This is an optimization exercise on Yosys and OpenROAD, whose aim is small area, a short achievable clock period and few clock cycles per item, not a production implementation.
No functional check of the RTL was part of this run.
Power figures rest on the tool's default switching activity, not on a simulated workload.

### flow/run.sh
#!/bin/bash
# synth_recipe.tcl (not shown) runs the flow's synth.tcl, then flattens the netlist and writes it again
# the make line also repeats each setting of config.mk as NAME=value (left out here)
make -C /OpenROAD-flow-scripts/flow DESIGN_CONFIG=/design/flow/config.mk WORK_HOME=/design/flow/orfs CLKGATE_MAP_FILE= SYNTH_SCRIPT=/design/flow/synth_recipe.tcl finish
### flow/config.mk
export PLATFORM = sky130hd
export DESIGN_NAME = bidc_decoder
export DESIGN_NICKNAME = bidc_decoder
export VERILOG_FILES = /design/flow/design.v
export SDC_FILE = /design/flow/constraint.sdc
export NUM_CORES = 4
export LEC_CHECK = 0
export CAP_MARGIN = 20
export CORE_MARGIN = 2
export CORE_UTILIZATION = 30
export SLEW_MARGIN = 20
### flow/constraint.sdc
create_clock -name core_clock -period 15.0 [get_ports {clk}]
set_input_delay 3.0000 -clock core_clock [delete_from_list [all_inputs] [get_ports {clk}]]
set_output_delay 3.0000 -clock core_clock [all_outputs]
set_load 0.01 [all_outputs]
### flow/design.v
module bidc_baudot_valid (
    input  wire [5:0] code,
    output wire       valid
);
    localparam [63:0] VALID = 64'h77FFFEFA33A1340A;
    assign valid = VALID[code];
endmodule
module bidc_baudot_ascii (
    input  wire [5:0] code,
    output wire [7:0] ascii
);
    localparam [63:0] A0 = 64'h733158883181000A;
    localparam [63:0] A1 = 64'h465ACC4812A10000;
    localparam [63:0] A2 = 64'h12458ACA11A00402;
    localparam [63:0] A3 = 64'h44A212E801801008;
    localparam [63:0] A4 = 64'h32B2A4023221340A;
    localparam [63:0] A5 = 64'h0000001033A1340A;
    localparam [63:0] A6 = 64'h77FFFEEA00000000;
    assign ascii = {1'b0, A6[code], A5[code], A4[code], A3[code], A2[code], A1[code], A0[code]};
endmodule
module bidc_baudot_digit (
    input  wire [5:0] code,
    output wire       isdig,
    output wire [3:0] value
);
    localparam [63:0] ISDIG = 64'h000000003221340A;
    localparam [63:0] D0    = 64'h000000003001000A;
    localparam [63:0] D1    = 64'h0000000012210000;
    localparam [63:0] D2    = 64'h0000000010200402;
    localparam [63:0] D3    = 64'h0000000000001008;
    assign isdig = ISDIG[code];
    assign value = {D3[code], D2[code], D1[code], D0[code]};
endmodule
module bidc_decode_core (
    input  wire [1:0]   fs,
    input  wire [0:59]  fb,
    output reg  [2:0]   status,
    output reg  [11:0]  einfo,
    output wire [9:0]   cc_o,
    output reg  [3:0]   tag,
    output wire [29:0]  mmsi,
    output wire [55:0]  text,
    output wire [2:0]   text_len,
    output wire [7:0]   sbn_char,
    output wire [44:0]  data,
    output wire [19:0]  serial,
    output wire [23:0]  addr,
    output wire [9:0]   cert,
    output wire [3:0]   btype,
    output wire [5:0]   num,
    output wire [1:0]   aux,
    output wire         has_cert,
    output wire         has_mmsi,
    output wire [1:0]   layout,
    output wire [11:0]  tac,
    output wire [11:0]  nrls
);
    integer k;
    wire       fok  = (fs == 2'd0);
    wire       flag = fb[0];
    wire [9:0] cc   = fb[1:10];
    wire [2:0] uc   = fb[11:13];
    wire [3:0] lc   = fb[11:14];
    wire u_orb  = flag && uc == 3'd0;
    wire u_avu  = flag && uc == 3'd1;
    wire u_mau  = flag && uc == 3'd2;
    wire u_seru = flag && uc == 3'd3;
    wire u_natu = flag && uc == 3'd4;
    wire u_unh  = flag && uc == 3'd5;
    wire u_rcsu = flag && uc == 3'd6;
    wire u_test = flag && uc == 3'd7;
    wire l_mstd = !flag && lc == 4'd2;
    wire l_astd = !flag && lc == 4'd3;
    wire l_sstd = !flag && (lc == 4'd4 || lc == 4'd6 || lc == 4'd7);
    wire l_sst5 = !flag && lc == 4'd5;
    wire l_nloc = !flag && (lc == 4'd8 || lc == 4'd10 || lc == 4'd11);
    wire l_ssec = !flag && lc == 4'd12;
    wire l_rls  = !flag && lc == 4'd13;
    wire l_unh  = !flag && (lc == 4'd0 || lc == 4'd1 || lc == 4'd9 || lc == 4'd14 || lc == 4'd15);
    wire [2:0] s_type = fb[14:16];
    wire       s_hc   = fb[17];
    wire       s_bad  = (s_type == 3'd5 || s_type == 3'd7);
    wire       s_air  = (s_type == 3'd3);
    wire       s_op   = (s_type == 3'd1);
    wire       s_pl   = !s_type[0];
    wire [1:0] r_t  = fb[15:16];
    wire       r_hm = (fb[17:20] == 4'hF);
    wire [9:0] r_v  = fb[17:26];
    wire [5:0] c [0:6];
    genvar g;
    generate
        for (g = 0; g < 7; g = g + 1) begin : cg
            assign c[g] = fb[14 + 6*g +: 6];
        end
    endgenerate
    wire       m3 = u_seru || l_sst5;    
    wire [5:0] a [0:2];
    generate
        for (g = 0; g < 3; g = g + 1) begin : ag
            assign a[g] = u_seru ? fb[18 + 6*g +: 6] :
                          l_sst5 ? {1'b1, fb[15 + 5*g +: 5]} : c[g];
        end
    endgenerate
    wire [3:0] bd [0:2];
    assign bd[0] = fb[38:41];
    assign bd[1] = fb[42:45];
    assign bd[2] = fb[46:49];
    localparam [95:0] BCD_CODE = {6'h24, 6'h24, 6'h24, 6'h24, 6'h24, 6'h24,
                                  6'h03, 6'h0C, 6'h1C, 6'h15, 6'h01, 6'h0A,
                                  6'h10, 6'h19, 6'h1D, 6'h0D};
    function [5:0] bcd_code(input [3:0] d);
        bcd_code = BCD_CODE[6*d +: 6];
    endfunction
    wire [6:0] cv;       
    wire [2:0] av;       
    generate
        for (g = 0; g < 7; g = g + 1) begin : cvg
            if (g >= 3) begin : hi
                bidc_baudot_valid v (.code(c[g]), .valid(cv[g]));
            end else begin : lo
                assign cv[g] = 1'b1;
            end
        end
        for (g = 0; g < 3; g = g + 1) begin : avg
            bidc_baudot_valid v (.code(a[g]), .valid(av[g]));
        end
    endgenerate
    wire am   = u_avu || u_mau;
    wire amr  = am || u_rcsu;
    wire chk3 = amr || (u_seru && s_op) || l_sst5;
    reg        b_err;
    reg [11:0] b_info;
    always @(*) begin
        b_err  = 1'b0;
        b_info = 12'd0;
        if (amr && !cv[6]) begin b_err = 1'b1; b_info = {6'd0, c[6]}; end
        for (k = 2; k >= 0; k = k - 1)
            if (u_rcsu && bd[k] > 4'hA) begin b_err = 1'b1; b_info = {8'h20, bd[k]}; end
        if (am && !cv[5]) begin b_err = 1'b1; b_info = {6'd0, c[5]}; end
        if (am && !cv[4]) begin b_err = 1'b1; b_info = {6'd0, c[4]}; end
        if (amr && !cv[3]) begin b_err = 1'b1; b_info = {6'd0, c[3]}; end
        for (k = 2; k >= 0; k = k - 1)
            if (chk3 && !av[k]) begin b_err = 1'b1; b_info = {6'd0, a[k]}; end
    end
    wire s_err = u_seru && (s_bad || (s_op && b_err));
    wire r_err = l_rls && !r_hm && r_t == 2'd3;
    always @(*) begin
        status = 3'd0;
        einfo  = 12'd0;
        if (!fok) begin
            status = {1'b0, fs};
            einfo  = fb[48:59];
        end else if (u_unh) begin
            status = 3'd3; einfo = 12'h015;
        end else if (l_unh) begin
            status = 3'd3; einfo = {8'd0, lc};
        end else if (u_seru && s_bad) begin
            status = 3'd3; einfo = {9'h020, s_type};
        end else if (r_err) begin
            status = 3'd3; einfo = 12'h203;
        end else if (b_err) begin
            status = 3'd4; einfo = b_info;
        end
    end
    wire ok_orb  = fok && u_orb;
    wire ok_avu  = fok && u_avu  && !b_err;
    wire ok_mau  = fok && u_mau  && !b_err;
    wire ok_seru = fok && u_seru && !s_err;
    wire ok_natu = fok && u_natu;
    wire ok_rcsu = fok && u_rcsu && !b_err;
    wire ok_test = fok && u_test;
    wire ok_mstd = fok && l_mstd;
    wire ok_astd = fok && l_astd;
    wire ok_sstd = fok && l_sstd;
    wire ok_sst5 = fok && l_sst5 && !b_err;
    wire ok_nloc = fok && l_nloc;
    wire ok_ssec = fok && l_ssec;
    wire ok_rls  = fok && l_rls && !r_err;
    wire ok_any  = ok_orb || ok_avu || ok_mau || ok_seru || ok_natu || ok_rcsu || ok_test ||
                   ok_mstd || ok_astd || ok_sstd || ok_sst5 || ok_nloc || ok_ssec || ok_rls;
    always @(*) begin
        tag = 4'd0;
        if (ok_avu)  tag = 4'd1;
        if (ok_mau)  tag = 4'd2;
        if (ok_seru) tag = 4'd3;
        if (ok_natu) tag = 4'd4;
        if (ok_rcsu) tag = 4'd5;
        if (ok_test) tag = 4'd6;
        if (ok_mstd) tag = 4'd7;
        if (ok_astd) tag = 4'd8;
        if (ok_sstd || ok_sst5) tag = 4'd9;
        if (ok_ssec) tag = 4'd10;
        if (ok_nloc) tag = 4'd11;
        if (ok_rls)  tag = 4'd12;
    end
    assign cc_o = ok_any ? cc : 10'd0;
    wire [5:0] dv;
    wire [3:0] dval [0:5];
    generate
        for (g = 0; g < 6; g = g + 1) begin : dg
            bidc_baudot_digit d (.code(c[g]), .isdig(dv[g]), .value(dval[g]));
        end
    endgenerate
    wire alldig = &dv;
    wire [19:0] dec = dval[0] * 20'd100000 + dval[1] * 20'd10000 + dval[2] * 20'd1000 +
                      dval[3] * 20'd100 + dval[4] * 20'd10 + dval[5];
    wire        mm_mau = ok_mau && alldig;
    wire        mm_rls = ok_rls && r_hm;
    wire [19:0] suffix = (u_mau ? dec : 20'd0) |
                         (!flag && !lc[0] ? fb[15:34] : 20'd0) |
                         (!flag && lc[0] ? fb[21:40] : 20'd0);
    wire [29:0] mmsi_v = cc * 30'd1000000 + {10'd0, suffix};
    assign mmsi = (mm_mau || ok_mstd || ok_ssec || mm_rls) ? mmsi_v : 30'd0;
    wire [5:0] x [0:6];
    assign x[0] = a[0];
    assign x[1] = a[1];
    assign x[2] = a[2];
    assign x[3] = c[3];
    assign x[4] = am ? c[4] : bcd_code(bd[0]);
    assign x[5] = am ? c[5] : bcd_code(bd[1]);
    assign x[6] = u_avu ? c[6] : u_mau ? 6'h24 : bcd_code(bd[2]);
    wire trim = !m3;
    reg [6:0] sp;        
    reg [6:0] lead;      
    reg [6:0] keep;      
    reg [2:0] first;
    reg [2:0] len;
    always @(*) begin
        for (k = 0; k < 7; k = k + 1) sp[k] = (x[k] == 6'h24);
        lead[0] = trim && sp[0];
        for (k = 1; k < 7; k = k + 1) lead[k] = lead[k-1] && sp[k];
        keep[6] = !trim ? 1'b0 : !sp[6];
        for (k = 5; k >= 0; k = k - 1) keep[k] = !trim ? (k < 3) : (keep[k+1] || !sp[k]);
        first = 3'd0;
        for (k = 0; k < 7; k = k + 1) first = first + {2'd0, lead[k]};
        len = 3'd0;
        for (k = 0; k < 7; k = k + 1) len = len + {2'd0, keep[k] && !lead[k]};
    end
    wire text_on = ok_avu || (ok_mau && !alldig) || ok_rcsu || (ok_seru && s_op) || ok_sst5;
    reg [41:0] xs, sh;
    always @(*) begin
        for (k = 0; k < 7; k = k + 1) xs[41 - 6*k -: 6] = x[k];
        sh = xs << (6 * first);
    end
    wire [55:0] tx;
    generate
        for (g = 0; g < 7; g = g + 1) begin : tg
            wire [7:0] asc;
            bidc_baudot_ascii rom (.code(sh[41 - 6*g -: 6]), .ascii(asc));
            assign tx[55 - 8*g -: 8] = (text_on && g < len) ? asc : 8'd0;
        end
    endgenerate
    assign text     = tx;
    assign text_len = text_on ? len : 3'd0;
    wire [7:0] sbn_asc;
    bidc_baudot_ascii sbn_rom (.code(c[6]), .ascii(sbn_asc));
    assign sbn_char = (ok_mau || ok_rcsu) ? sbn_asc : 8'd0;
    wire raw45 = ok_orb || ok_natu || ok_test;
    assign data = raw45 ? fb[14:58] :
                  (ok_seru && !s_hc) ? (s_pl ? {25'd0, fb[38:57]} : {35'd0, fb[48:57]}) :
                  (ok_seru && s_hc && s_pl) ? {35'd0, fb[38:47]} : 45'd0;
    assign serial = (ok_seru && s_op) ? {8'd0, fb[36:47]} :
                    (ok_seru && s_pl) ? fb[18:37] :
                    ok_sstd           ? {6'd0, fb[25:38]} :
                    ok_sst5           ? {11'd0, fb[30:38]} :
                    ok_nloc           ? {2'd0, fb[15:32]} :
                    (ok_rls && !r_hm) ? {6'd0, fb[27:40]} : 20'd0;
    assign addr = (ok_seru && s_air) ? fb[18:41] :
                  ok_astd            ? fb[15:38] : 24'd0;
    assign cert = (ok_seru && s_hc) ? fb[48:57] :
                  ok_sstd           ? fb[15:24] : 10'd0;
    assign btype = ok_seru                      ? {1'b0, s_type} :
                   (ok_sstd || ok_sst5 || ok_nloc) ? lc :
                   ok_rls                       ? {2'd0, r_t} : 4'd0;
    assign num = ok_avu              ? {4'd0, fb[56:57]} :
                 (ok_seru && s_air)  ? fb[42:47] :
                 ok_mstd             ? {2'd0, fb[35:38]} : 6'd0;
    assign aux      = (ok_avu || ok_mau || ok_seru || ok_rcsu) ? fb[58:59] : 2'd0;
    assign has_cert = ok_seru && s_hc;
    assign has_mmsi = mm_rls;
    assign layout   = !ok_seru ? 2'd0 : s_air ? 2'd1 : s_op ? 2'd2 : 2'd0;
    reg [11:0] rbase;
    always @(*) begin
        case (r_t)
            2'd0:    rbase = 12'd1000;
            2'd1:    rbase = 12'd2000;
            default: rbase = 12'd3000;
        endcase
    end
    wire [11:0] rsum = rbase + {2'd0, r_v};
    wire        rnum = ok_rls && !r_hm;
    assign tac  = (rnum && r_v <  10'd920) ? rsum : 12'd0;
    assign nrls = (rnum && r_v >= 10'd920) ? rsum : 12'd0;
endmodule
module bidc_decoder (
    input  wire         clk,
    input  wire         rst,
    input  wire         in_valid,
    output wire         in_ready,
    input  wire [7:0]   in_len,
    input  wire [119:0] in_hex,
    output reg          out_valid,
    input  wire         out_ready,
    output wire [2:0]   out_status,
    output wire [11:0]  out_einfo,
    output wire [9:0]   out_cc,
    output wire [3:0]   out_tag,
    output wire [29:0]  out_mmsi,
    output wire [55:0]  out_text,
    output wire [2:0]   out_text_len,
    output wire [7:0]   out_sbn_char,
    output wire [44:0]  out_data,
    output wire [19:0]  out_serial,
    output wire [23:0]  out_addr,
    output wire [9:0]   out_cert,
    output wire [3:0]   out_btype,
    output wire [5:0]   out_num,
    output wire [1:0]   out_aux,
    output wire         out_has_cert,
    output wire         out_has_mmsi,
    output wire [1:0]   out_layout,
    output wire [11:0]  out_tac,
    output wire [11:0]  out_nrls
);
    reg  [0:59] fr;
    reg  [14:0] is_hex;
    reg  [7:0]  ch;
    integer k;
    always @(*) begin
        for (k = 0; k < 15; k = k + 1) begin
            ch = in_hex[119 - 8*k -: 8];
            is_hex[k] = (ch[7:4] == 4'h3 && ch[3:0] <= 4'h9) ||
                        ((ch[7:4] == 4'h4 || ch[7:4] == 4'h6) && ch[3:0] >= 4'h1 && ch[3:0] <= 4'h6);
            fr[4*k +: 4] = ch[6] ? ch[3:0] + 4'd9 : ch[3:0];
        end
    end
    reg        hex_err;
    reg [11:0] hex_info;
    always @(*) begin
        hex_err  = 1'b0;
        hex_info = 12'd0;
        for (k = 14; k >= 0; k = k - 1) begin
            if (!is_hex[k]) begin
                hex_err  = 1'b1;
                hex_info = {k[3:0], in_hex[119 - 8*k -: 8]};
            end
        end
    end
    wire len_err = (in_len != 8'd15);
    reg [1:0]  r_fs;
    reg [0:59] r_fb;
    wire accept = in_valid && in_ready;
    assign in_ready = !out_valid || out_ready;
    always @(posedge clk) begin
        if (rst) begin
            out_valid <= 1'b0;
        end else if (accept) begin
            out_valid <= 1'b1;
        end else if (out_ready) begin
            out_valid <= 1'b0;
        end
    end
    always @(posedge clk) begin
        if (accept) begin
            r_fs        <= len_err ? 2'd1 : hex_err ? 2'd2 : 2'd0;
            r_fb[0:47]  <= fr[0:47];
            r_fb[48:59] <= len_err ? {4'd0, in_len} : hex_err ? hex_info : fr[48:59];
        end
    end
    bidc_decode_core u_core (
        .fs(r_fs), .fb(r_fb),
        .status(out_status), .einfo(out_einfo), .cc_o(out_cc), .tag(out_tag),
        .mmsi(out_mmsi), .text(out_text), .text_len(out_text_len), .sbn_char(out_sbn_char),
        .data(out_data), .serial(out_serial), .addr(out_addr), .cert(out_cert),
        .btype(out_btype), .num(out_num), .aux(out_aux), .has_cert(out_has_cert),
        .has_mmsi(out_has_mmsi), .layout(out_layout), .tac(out_tac), .nrls(out_nrls));
endmodule
==> metrics.csv <==
metric,value,unit
status,"complete, no violations",
post-route minimum period,13.90,ns
Filler cells,9394,
Sink Count,63,
crit start category,flop,
Crit Path Max Fanout,26,
period utilization,0.9264,
synth warn,2,
slew of the pin with the lowest slew margin,1.199,ns
Worst EP arrival,10.90,ns
final hold violations,0,
Fmax,71.96,MHz
Critical R2R Launch,out_valid,
Initial Util,0.3026,
dpl hpwl,95900,um
Main synth FF type,edfxtp_1,
relative slew slack,0.2008,
PortBufs,390,
Syn Inst Count,3783,
post-synthesis async set-or-reset flop share,0,
worst-case reg-to-reg path depth,3,
die height,302.3,um
area occupied by multi-input gates,0.02274,sq mm
Post-CTS Setup Bufs,0,
RSZ-0062 raised after global routing,no,
Slew Limit Fails,0,
total power density per cell area,68.83,mW/mm^2
buffer depth of the longest clock path,2,
WHS Endpoint,out_valid,
# DRC,0,
total power,2.206,mW
Worst-path clk slew,0.06,ns
Worst VDD drop,86.40,uV
register area,0.001882,sq mm
gpl congestion,1.022,
vias in the first global route,28050,
number of buffers created by CTS,9,
vias per inst,5.901,
nets,4551,
share of post-route cells with drive strength above 1,0.05275,
WL per Instance,23.41,um
largest net degree at the start of global routing,63,
Worst Hold Slack,0.5676,ns
Max Cap Viol,0,
DP Cell Count,5168,
die area,0.09139,sq mm
gr ovfl total,0,
r2r setup slk,13.31,ns
# rows,109,
CTS tree,done,
final setup fails,0,
global-route wire length before repair,180000,um
Hold Startpoint,out_valid,
setup ws final,1.104,ns
syn_area_per_cell,7.057,sq um
sequential share of the synthesized area,0.07049,
leakage,13.32,nW
Root Driver,clkbuf_16,
post-route design area,0.03205,sq mm
"Req. time, crit path",12.00,ns
Ports,399,
area grow syn2layout,20.06,%
"flops & latches, synth",63,
RR Endpoint,r_fb[38],
via count,30600,
Crit Path Category,flop to primary output,
drt initial violations,3550,
Skew-Pair Late Insertion Delay,0.34,ns
initial antenna violation count,7,
final core occ,0.3633,
clk_skew,0.01167,ns
remaining antenna violation count,0,
hold_buf cts,0,
worst hold path type,flop to flop,
H-tree depth reported by CTS,3,
Cell variety after synth,109,
crit end category,primary output,
Place WS,1.823,ns
setup_tns,0,ns
CTS resizes,0,
"commonest non-fill, non-tap cell in the layout",clkdlybuf4s50_1,
mapped cell area,0.02670,sq mm
"commonest cells after routing, fill and taps aside","clkdlybuf4s50_1, nand2_1, nor2_1, ha_1, inv_1",
fin cells,5186,
TritonRoute pass-1 iters,8,
Total GRT Usage,0.2549,
Post-Route WL,121400,um
post-placement cell area,0.03174,sq mm
core area,0.08824,sq mm
hold depth,2,
die width,302.3,um
Post-synth EDFFs,62,
==> area by class of cell <==
class | instances | share of cell area
multi-input cells | 3165 | 0.7095
repair buffers | 481 | 0.1431
flip-flops and latches | 63 | 0.05871
well taps | 1165 | 0.04548
inverters | 294 | 0.03443
clock buffers | 9 | 0.007026
clock inverters | 7 | 0.001561
diodes | 2 | 0.0001561
==> registers in the layout, summed over array words and instances (netlist names) <==
| name | cells |
|---|---|
| r_fb | 60 |
| r_fs | 2 |
| out_valid | 1 |
==> where the power goes <==
| group | switching, mW | total [mW] | internal, mW |
|---|---|---|---|
| sequential | 0.0310 | 0.242 | 0.211 |
| combinational | 1.08 | 1.77 | 0.694 |
| clock | 0.0836 | 0.195 | 0.112 |
| total | 1.19 | 2.21 | 1.02 |
==> kinds of logic after synthesis <==
| group | count (synthesis) | share of synthesized area |
|---|---|---|
| adder cells (fa/ha/maj) | 405 | 0.2092 |
| AO/OA/AOI/OAI | 1183 | 0.3027 |
| buffers and inverters | 562 | 0.08211 |
| flip-flops | 63 | 0.07049 |
| other | 1 | 0.0001405 |
| AND/OR/NAND/NOR | 1301 | 0.2330 |
| XOR/XNOR | 159 | 0.05287 |
| multiplexers | 109 | 0.04944 |
==> worst max path at each step <==
stage / start / to / slack [ns] / depth (start not counted)
after global routing: r_fb[14] / out_text[34] / 0.44 / 28
after detailed placement: r_fb[14] / out_text[34] / 1.82 / 28
after global placement: r_fb[13] / out_text[45] / 1.87 / 32
final: r_fb[14] / out_text[41] / 1.10 / 27
after floorplan: r_fb[11] / out_text[45] / 4.01 / 32
after CTS: r_fb[14] / out_text[34] / 1.44 / 28
==> synth_stat cells, types with 27 or more instances <==
cell	count	area, sq um
nor3_1	95	475.5
and2_1	63	394.1
nor2b_1	54	337.8
a211oi_1	51	382.9
nand2b_1	61	381.6
a21oi_1	254	1271
fa_1	69	1381
a22o_1	66	578.1
ha_1	336	4204
xor2_1	58	508.0
edfxtp_1	62	1862
nand3_1	92	460.4
nor2_1	370	1389
o31ai_1	27	202.7
buf_1	32	120.1
a21o_1	32	240.2
xnor2_1	100	875.8
o21ai_0	211	1056
buf_2	36	180.2
a31oi_1	70	437.9
o211ai_1	67	503.0
inv_1	284	1066
mux2i_1	79	790.8
nand2_1	378	1419
clkbuf_1	190	713.2
o22ai_1	44	275.3
==> critical path, cell delays in order, from the launching register on <==
cell	delay [ns]
edfxtp_1	0.66
nand4bb_1	0.72
o21ai_2	0.66
o22ai_1	0.31
nor2_1	0.17
nand4_1	0.24
or3_1	0.51
nor2b_1	0.24
inv_1	0.10
or2_2	0.34
fa_1	0.48
fa_1	0.49
inv_1	0.04
ha_1	0.18
fa_1	0.52
ha_2	0.72
inv_1	0.42
nand2_1	0.36
a21oi_1	0.08
a221oi_1	0.60
o32ai_1	0.26
a21oi_1	0.29
nand3_1	0.48
xnor2_1	0.50
o221ai_1	0.19
a211oi_1	0.25
o21ba_2	0.17
clkdlybuf4s50_1	0.52
==> layer usage <==
layer	up-vias	wire, um	track usage
met3	276	12380	0.05638
met2	1676	52700	0.3951
li1	14200	-	-
met1	14450	50820	0.3431
met5	-	0	0
met4	0	5501	0.09913

## re-timing with driven ports
How much do the figures lean on ideal ports? The routed layout below was timed once more, with nothing changed but the port constraints.
Step 1 assumes that a clkbuf_16 drives the clock port and a buf_2 every other input.
Step 2 adds t to the input delays and takes it off the output delays; t is the mean of the earliest and latest rising clock arrival at the registers after step 1. Input paths then give back, and output paths get back, about the clock's delay inside the block.
Slacks: ideal ports / drivers / drivers and shift; pairs: ideal ports / drivers.
t, ns: 0.390
setup slack, ns: 1.104 / 1.049 / 1.439
cell pins on the clock port's net: 1
After both steps this run still meets setup and hold. For this run, drivers alone change the setup slack by -0.055 ns; drivers and shift together by +0.335 ns.
